This is an optimization exercise on Yosys and OpenROAD, whose aim is small area, a short achievable clock period and few clock cycles, not a production implementation.
Function was checked by simulation only, so behaviour that the tests miss may differ from the original.
Power figures rest on the tool's default switching activity, not on a simulated workload.

Design saes_core, start of the top module:
module saes_core (
    input  wire        clk,
    input  wire        rst,      
    input  wire        req,
    input  wire        we,
    input  wire [3:0]  addr,
    input  wire [15:0] wdata,
    output wire        ack,
    output reg  [15:0] rdata
);
clock: 20.0 ns
lec_check: 0
cap_margin: 20
core_margin: 2
core_utilization: 25
slew_margin: 20
standard.sh (not shown) runs the stock make flow with config.mk's settings and CLKGATE_MAP_FILE= SYNTH_SCRIPT=/design/flow/synth_recipe.tcl, a recipe that flattens the netlist after the stock synthesis.
==> flow/flow/run.sh <==
#!/bin/bash
# Layout flow:
#  1. the standard synthesis, with only the ABC mapping script changed
#     (flow/synth_custom.tcl, flow/abc_custom.script);
set -euo pipefail
W=$PWD
export FLOW_ABC_SCRIPT=$W/flow/abc_custom.script
sed "s#SYNTH_SCRIPT=[^ ]*#SYNTH_SCRIPT=$W/flow/synth_custom.tcl#" standard.sh > custom.sh
grep -q "SYNTH_SCRIPT=$W/flow/synth_custom.tcl" custom.sh
bash custom.sh synth > synth.log 2>&1
bash custom.sh \
  BUFFER_PORTS_ARGS="-buffer_cell sky130_fd_sc_hd__buf_2" \
  SETUP_SLACK_MARGIN=10.8 \
  finish > layout.log 2>&1
==> flow/flow/abc_custom.script <==
strash
dch
amap
topo
stime -c
buffer -c
upsize -c
dnsize -c
==> flow/flow/synth_custom.tcl <==
# The standard synthesis script (synth_recipe.tcl), with one change: the
# ABC technology-mapping script is replaced by flow/abc_custom.script (area
# mapping with amap, which maps XOR logic to XOR cells). Everything else,
# including the flip-flop mapping, is the standard synthesis.
proc synth {args} { yosys synth -nofsm -noshare {*}$args }
proc my_swap_abc_script {name1 name2 op} {
  global abc_args
  set i [lsearch -exact $abc_args -script]
  if {$i >= 0} { lset abc_args [expr {$i + 1}] $::env(FLOW_ABC_SCRIPT) }
}
trace add variable ::abc_args write my_swap_abc_script
source $::env(SCRIPTS_DIR)/synth.tcl
# left out here: clear keep_hierarchy, flatten, clean up, hide names made inside functions, write 1_2_yosys.v
Testbench counts at the start, summed over its fixed seeds: cycles 59,570.
Next try:
--- a/flow/flow/run.sh
+++ b/flow/flow/run.sh
@@ -12,3 +12,3 @@
   BUFFER_PORTS_ARGS="-buffer_cell sky130_fd_sc_hd__buf_2" \
-  SETUP_SLACK_MARGIN=10.8 \
+  SETUP_SLACK_MARGIN=10.6 \
   finish > layout.log 2>&1
--- a/flow/config.mk
+++ b/flow/config.mk
@@ -9,3 +9,3 @@
 export CORE_MARGIN = 2
-export CORE_UTILIZATION = 25
+export CORE_UTILIZATION = 40
 export SLEW_MARGIN = 20
Register-to-register slack loses 0.03 ns.
Power decreases by 5.7%.
Area after synthesis does not change.
Critical path depth decreases by 38.
Die area decreases by 37%.
Clock skew decreases by 0.0051 ns.
Setup slack loses 0.12 ns.
Next try:
--- a/flow/flow/run.sh
+++ b/flow/flow/run.sh
@@ -12,3 +12,3 @@
   BUFFER_PORTS_ARGS="-buffer_cell sky130_fd_sc_hd__buf_2" \
-  SETUP_SLACK_MARGIN=10.6 \
+  SETUP_SLACK_MARGIN=10.8 \
   finish > layout.log 2>&1
--- a/flow/config.mk
+++ b/flow/config.mk
@@ -9,3 +9,3 @@
 export CORE_MARGIN = 2
-export CORE_UTILIZATION = 40
+export CORE_UTILIZATION = 30
 export SLEW_MARGIN = 20
Effect: Clock-buffer cell count came out higher by 1; setup slack gains 0.15 ns; clock skew climbs by 0.0085 ns; first-iteration DRC count decreases by 2.5%; final area goes up by 2.7%; critical path depth stays the same; total power barely changes; clock power goes up by about 4%; die area is higher by 33%.
Next try:
--- a/flow/flow/run.sh
+++ b/flow/flow/run.sh
@@ -12,3 +12,3 @@
   BUFFER_PORTS_ARGS="-buffer_cell sky130_fd_sc_hd__buf_2" \
-  SETUP_SLACK_MARGIN=10.8 \
+  SETUP_SLACK_MARGIN=11 \
   finish > layout.log 2>&1
--- a/flow/config.mk
+++ b/flow/config.mk
@@ -9,3 +9,3 @@
 export CORE_MARGIN = 2
-export CORE_UTILIZATION = 30
+export CORE_UTILIZATION = 40
 export SLEW_MARGIN = 20
The changed run went through all stages and came out clean.
Register-to-register slack is better by 0.10 ns.
Non-clock buffer count rises by 24.
Power rises by 3.5%.
Cell count falls by 4.6%.
Setup slack is better by 0.12 ns.
Clock power falls by about 4%.
Global-route usage rises by 9.2 points.
Critical path depth is unchanged.
Sequential share of layout area falls by 0.28 points.


Another version of the RTL of saes_core (not shown whole).
Size in the first run: roughly 2,600 cells after synthesis, roughly 190 flip-flops, about 41 I/O pins, ~16,000 sq um of cells after synthesis.
export LEC_CHECK = 0
export ABC_AREA = 1
export CAP_MARGIN = 20
export CORE_MARGIN = 2
export CORE_UTILIZATION = 40
export SLEW_MARGIN = 20
create_clock -name core_clock -period 20.0 [get_ports {clk}]
==> flow/flow/run.sh <==
#!/bin/bash
# Layout flow: the standard synthesis unchanged, then the standard ORFS
# layout with buf_2 port buffers instead of delay cells, and timing repair
# asked for extra setup margin. Constraints and clock are the standard flow's.
set -euo pipefail
bash standard.sh synth > synth.log 2>&1
bash standard.sh \
  BUFFER_PORTS_ARGS="-buffer_cell sky130_fd_sc_hd__buf_2" \
  SETUP_SLACK_MARGIN=11 \
  finish > layout.log 2>&1
Testbench counts at the start, summed over its fixed seeds: cycles 59,727.
Edit:
==> flow/flow/run.sh (replaced) <==
#!/bin/bash
# Layout flow:
#  1. the standard synthesis, with only the ABC mapping script changed
#     (flow/synth_custom.tcl, flow/abc_custom.script);
set -euo pipefail
W=$PWD
export FLOW_ABC_SCRIPT=$W/flow/abc_custom.script
sed "s#SYNTH_SCRIPT=[^ ]*#SYNTH_SCRIPT=$W/flow/synth_custom.tcl#" standard.sh > custom.sh
grep -q "SYNTH_SCRIPT=$W/flow/synth_custom.tcl" custom.sh
bash custom.sh synth > synth.log 2>&1
bash custom.sh \
  BUFFER_PORTS_ARGS="-buffer_cell sky130_fd_sc_hd__buf_2" \
  SETUP_SLACK_MARGIN=11 \
  finish > layout.log 2>&1
==> flow/flow/abc_custom.script (new file) <==
strash
dch
amap
topo
stime -c
buffer -c
upsize -c
dnsize -c
==> flow/flow/synth_custom.tcl (new file) <==
# The standard synthesis script (synth_recipe.tcl), with one change: the
# ABC technology-mapping script is replaced by flow/abc_custom.script (area
# mapping with amap, which maps XOR logic to XOR cells). Everything else,
# including the flip-flop mapping, is the standard synthesis.
proc synth {args} { yosys synth -nofsm -noshare {*}$args }
proc my_swap_abc_script {name1 name2 op} {
  global abc_args
  set i [lsearch -exact $abc_args -script]
  if {$i >= 0} { lset abc_args [expr {$i + 1}] $::env(FLOW_ABC_SCRIPT) }
}
trace add variable ::abc_args write my_swap_abc_script
source $::env(SCRIPTS_DIR)/synth.tcl
# left out here: clear keep_hierarchy, flatten, clean up, hide names made inside functions, write 1_2_yosys.v
ABC_AREA = unset   (was 1)
=>
- global-route usage went up by 3.6 points
- core utilization went up by 4.6 points
- hold slack improved by 7.9 ps
- setup slack got worse by 150 ps
- via count went down by a few percent
- power shrinks by about a fifth
- first-iteration DRC count is higher by about a fifth
- synthesized cell count fell by a quarter to a third
- cell count decreases by about a fifth
- clock-buffer cell count stays the same
- die area goes down by roughly a tenth


Another version of the RTL of saes_core (not shown whole).
Size in the first run: roughly 2900 cells after synthesis, roughly 220 flip-flops, roughly 0.019 mm² of cells after synthesis.
clock: 20.0 ns
lec_check: 0
abc_area: 1
cap_margin: 20
core_margin: 2
core_utilization: 40
slew_margin: 20
==> flow/flow/run.sh <==
#!/bin/bash
set -euo pipefail
bash standard.sh synth > synth.log 2>&1
bash standard.sh \
  BUFFER_PORTS_ARGS="-buffer_cell sky130_fd_sc_hd__buf_2" \
  SETUP_SLACK_MARGIN=11 \
  finish > layout.log 2>&1
The baseline ran to the end with no violations.
Testbench counts at the start, summed over its fixed seeds: cycles 59,011.
Then changed:
==> flow/run.sh (new file) <==
#!/bin/bash
# synth_recipe.tcl (not shown) runs the flow's synth.tcl, then flattens the netlist and writes it again
# the make line also repeats each setting of config.mk as NAME=value (left out here)
make -C /OpenROAD-flow-scripts/flow DESIGN_CONFIG=/design/flow/config.mk WORK_HOME=/design/flow/orfs CLKGATE_MAP_FILE= SYNTH_SCRIPT=/design/flow/synth_recipe.tcl finish
removed: flow/flow/run.sh
removed: flow/standard.sh
The new run passed the timing, DRC and antenna checks.
Cell count went down by 1.6%.
Count of clock-buffer cells in the layout went up by 1.
Fmax went down by 19%.
Utilization went down by 2.5 points.
Sequential cell count does not change.
Wire length hardly moves.
Worst setup slack got worse by 2.4 ns.


RTL: one of the versions met above, not the one the previous note started from.
Size in the first run: roughly 2000 cells after synthesis, ~41 I/O pins, roughly 14000 um2 of cells after synthesis.
clock: 20.0 ns
lec_check: 0
cap_margin: 20
core_margin: 2
core_utilization: 50
slew_margin: 20
==> flow/flow/run.sh <==
#!/bin/bash
# Layout flow:
#  1. the standard synthesis, with only the ABC mapping script changed
#     (flow/synth_custom.tcl, flow/abc_custom.script);
set -euo pipefail
W=$PWD
export FLOW_ABC_SCRIPT=$W/flow/abc_custom.script
sed "s#SYNTH_SCRIPT=[^ ]*#SYNTH_SCRIPT=$W/flow/synth_custom.tcl#" standard.sh > custom.sh
grep -q "SYNTH_SCRIPT=$W/flow/synth_custom.tcl" custom.sh
bash custom.sh synth > synth.log 2>&1
bash custom.sh \
  BUFFER_PORTS_ARGS="-buffer_cell sky130_fd_sc_hd__buf_2" \
  SETUP_SLACK_MARGIN=10.8 \
  finish > layout.log 2>&1
==> flow/flow/abc_custom.script <==
strash
dch
amap
topo
stime -c
buffer -c
upsize -c
dnsize -c
==> flow/flow/synth_custom.tcl <==
# The standard synthesis script (synth_recipe.tcl), with one change: the
# ABC technology-mapping script is replaced by flow/abc_custom.script (area
# mapping with amap, which maps XOR logic to XOR cells). Everything else,
# including the flip-flop mapping, is the standard synthesis.
proc synth {args} { yosys synth -nofsm -noshare {*}$args }
proc my_swap_abc_script {name1 name2 op} {
  global abc_args
  set i [lsearch -exact $abc_args -script]
  if {$i >= 0} { lset abc_args [expr {$i + 1}] $::env(FLOW_ABC_SCRIPT) }
}
trace add variable ::abc_args write my_swap_abc_script
source $::env(SCRIPTS_DIR)/synth.tcl
# left out here: clear keep_hierarchy, flatten, clean up, hide names made inside functions, write 1_2_yosys.v
Testbench counts at the start, summed over its fixed seeds: cycles 59,570.
Rerun with:
--- a/flow/config.mk
+++ b/flow/config.mk
@@ -8,4 +8,4 @@
 export CAP_MARGIN = 20
 export CORE_MARGIN = 2
-export CORE_UTILIZATION = 50
+export CORE_UTILIZATION = 20
 export SLEW_MARGIN = 20
Routed wire length increases by 3.3%.
Core utilization decreases by 35 points.
Final cell count rises by 24%.
Total power climbs by 6.0%.
Critical path depth stays the same.
Worst setup slack improves by 0.021 ns.


Another version of the RTL of saes_core (not shown whole).
Size in the first run: roughly 1900 cells after synthesis, ~41 I/O pins, roughly 14000 um2 of cells after synthesis.
export LEC_CHECK = 0
export CAP_MARGIN = 20
export CORE_MARGIN = 2
export CORE_UTILIZATION = 40
export SLEW_MARGIN = 20
create_clock -name core_clock -period 20.0 [get_ports {clk}]
==> flow/flow/run.sh <==
#!/bin/bash
# Layout flow:
#  1. the standard synthesis, with only the ABC mapping script changed
#     (flow/synth_custom.tcl, flow/abc_custom.script);
set -euo pipefail
W=$PWD
export FLOW_ABC_SCRIPT=$W/flow/abc_custom.script
sed "s#SYNTH_SCRIPT=[^ ]*#SYNTH_SCRIPT=$W/flow/synth_custom.tcl#" standard.sh > custom.sh
grep -q "SYNTH_SCRIPT=$W/flow/synth_custom.tcl" custom.sh
bash custom.sh synth > synth.log 2>&1
bash custom.sh \
  BUFFER_PORTS_ARGS="-buffer_cell sky130_fd_sc_hd__buf_2" \
  SETUP_SLACK_MARGIN=12 \
  finish > layout.log 2>&1
Scripts as last shown in full above: flow/flow/abc_custom.script, flow/flow/synth_custom.tcl
Testbench counts at the start, summed over its fixed seeds: cycles 59,491.
Then changed:
--- a/flow/flow/run.sh
+++ b/flow/flow/run.sh
@@ -12,3 +12,3 @@
   BUFFER_PORTS_ARGS="-buffer_cell sky130_fd_sc_hd__buf_2" \
-  SETUP_SLACK_MARGIN=12 \
+  SETUP_SLACK_MARGIN=10.5 \
   finish > layout.log 2>&1
Result: Power goes up by 2.2%. Clock skew shrinks by 0.0049 ns. Non-clock buffer count came out lower by 12. Cell area is about the same. Sequential power stays flat. Cell count falls by 0.34%.


job 4336:
saes_core, a different RTL version from the one above (not shown whole).
For scale: about 2,500 cells after synthesis, about 190 flip-flops, ~41 I/O pins, about 16,000 um2 of cells after synthesis.
## saes_core
module saes_core (
    input  wire        clk,
    input  wire        rst,      
    input  wire        req,
    input  wire        we,
    input  wire [3:0]  addr,
    input  wire [15:0] wdata,
    output wire        ack,
    output reg  [15:0] rdata
);
==> flow/config.mk <==
export PLATFORM = sky130hd
export DESIGN_NAME = saes_core
export DESIGN_NICKNAME = saes_core
export VERILOG_FILES = /design/flow/design.v
export SDC_FILE = /design/flow/constraint.sdc
export NUM_CORES = 4
export LEC_CHECK = 0
export ABC_AREA = 1
export CAP_MARGIN = 20
export CORE_MARGIN = 2
export CORE_UTILIZATION = 40
export SLEW_MARGIN = 20
==> flow/constraint.sdc <==
create_clock -name core_clock -period 20.0 [get_ports {clk}]
set_input_delay 4.0000 -clock core_clock [delete_from_list [all_inputs] [get_ports {clk}]]
set_output_delay 4.0000 -clock core_clock [all_outputs]
set_load 0.01 [all_outputs]
==> flow/flow/run.sh <==
#!/bin/bash
# Layout flow: the standard synthesis unchanged, then the standard ORFS
# layout with buf_2 port buffers instead of delay cells, and timing repair
# asked for extra setup margin. Constraints and clock are the standard flow's.
set -euo pipefail
bash standard.sh synth > synth.log 2>&1
bash standard.sh \
  BUFFER_PORTS_ARGS="-buffer_cell sky130_fd_sc_hd__buf_2" \
  SETUP_SLACK_MARGIN=10.5 \
  finish > layout.log 2>&1
Job 4336 ended with every stage complete and zero timing, DRC or antenna violations.
Testbench counts of job 4336, summed over its fixed seeds: cycles 59,713.
[inputs] job 3271 vs job 4336
Settings: ABC_AREA no longer set, was 1.
==> flow/flow/run.sh <==
#!/bin/bash
# Layout flow:
#  1. the standard synthesis, with only the ABC mapping script changed
#     (flow/synth_custom.tcl, flow/abc_custom.script);
set -euo pipefail
W=$PWD
export FLOW_ABC_SCRIPT=$W/flow/abc_custom.script
sed "s#SYNTH_SCRIPT=[^ ]*#SYNTH_SCRIPT=$W/flow/synth_custom.tcl#" standard.sh > custom.sh
grep -q "SYNTH_SCRIPT=$W/flow/synth_custom.tcl" custom.sh
bash custom.sh synth > synth.log 2>&1
bash custom.sh \
  BUFFER_PORTS_ARGS="-buffer_cell sky130_fd_sc_hd__buf_2" \
  SETUP_SLACK_MARGIN=10.5 \
  finish > layout.log 2>&1
==> flow/flow/abc_custom.script (new file) <==
strash
dch
amap
topo
stime -c
buffer -c
upsize -c
dnsize -c
==> flow/flow/synth_custom.tcl (new file) <==
# The standard synthesis script (synth_recipe.tcl), with one change: the
# ABC technology-mapping script is replaced by flow/abc_custom.script (area
# mapping with amap, which maps XOR logic to XOR cells). Everything else,
# including the flip-flop mapping, is the standard synthesis.
proc synth {args} { yosys synth -nofsm -noshare {*}$args }
proc my_swap_abc_script {name1 name2 op} {
  global abc_args
  set i [lsearch -exact $abc_args -script]
  if {$i >= 0} { lset abc_args [expr {$i + 1}] $::env(FLOW_ABC_SCRIPT) }
}
trace add variable ::abc_args write my_swap_abc_script
source $::env(SCRIPTS_DIR)/synth.tcl
# left out here: clear keep_hierarchy, flatten, clean up, hide names made inside functions, write 1_2_yosys.v
### Flow results
Setup WNS job 4336 -> job 3271: worse. Of the two candidates, job 4336 has the worse cell area after synthesis and job 3271 the better one. Going from job 4336 to job 3271, maximum frequency saw a decrease; synthesis-to-layout area growth saw an increase; post-route fraction of the period consumed by the critical path saw an increase. Share of total power in combinational logic: job 3271 vs job 4336 down 2.9 points. Relative to job 4336, via count has gone down in job 3271. Job 4336 consumes more power than job 3271. Of the two values seen for most frequent standard cell in the layout excluding fill and tap cells, nand2_1 was produced by job 4336 and nor2_1 by job 3271.

-- port drivers added, routing unchanged --
No port has a modelled driver above. Below, the same layouts with a new extraction and two added sets of constraints.
Step 1 (the two cells are an assumption about what drives the block):
set clk [get_ports {clk}]
set_driving_cell -lib_cell sky130_fd_sc_hd__clkbuf_16 $clk
set_driving_cell -lib_cell sky130_fd_sc_hd__buf_2 [delete_from_list [all_inputs] $clk]
Step 2 times the ports against the registers' clock, not the clock port: input delays grow and output delays shrink by t, the midpoint of the rising clock arrivals with the driver on.
Three values: ideal ports, drivers, drivers and shift; two values: the first two.
run	t, ns	setup WS [ns]	slew at the worst register clock pin (ns)
the first run of note 1	0.512	10.905 / 10.905 / 10.699	0.09 / 0.09
the second run of note 1	0.520	10.782 / 10.759 / 10.759	0.09 / 0.09
the third run of note 1	0.498	10.928 / 10.899 / 10.899	0.09 / 0.09
the fourth run of note 1	0.520	11.048 / 11.009 / 11.009	0.08 / 0.08
the first run of note 2	0.510	11.073 / 11.035 / 11.035	0.09 / 0.09
the second run of note 2	0.500	10.926 / 10.880 / 10.507	0.09 / 0.09
the first run of note 3	0.593	10.156 / 10.092 / 10.092	0.07 / 0.07
the second run of note 3	0.587	7.775 / 7.725 / 8.312	0.07 / 0.07
the first run of note 4	0.504	10.903 / 10.883 / 10.883	0.08 / 0.08
the second run of note 4	0.505	10.924 / 10.904 / 10.904	0.08 / 0.08
the first run of note 5	0.495	8.280 / 8.131 / 7.636	0.09 / 0.09
the second run of note 5	0.495	8.336 / 8.198 / 7.703	0.09 / 0.09
job 4336	0.515	10.712 / 10.659 / 11.048	0.08 / 0.08
job 3271	0.516	10.282 / 10.233 / 10.328	0.09 / 0.09
After both steps setup and hold are still met in every run listed. For the first run of note 5, which loses most, drivers alone change the setup slack by -0.149 ns; drivers and shift together by -0.644 ns.
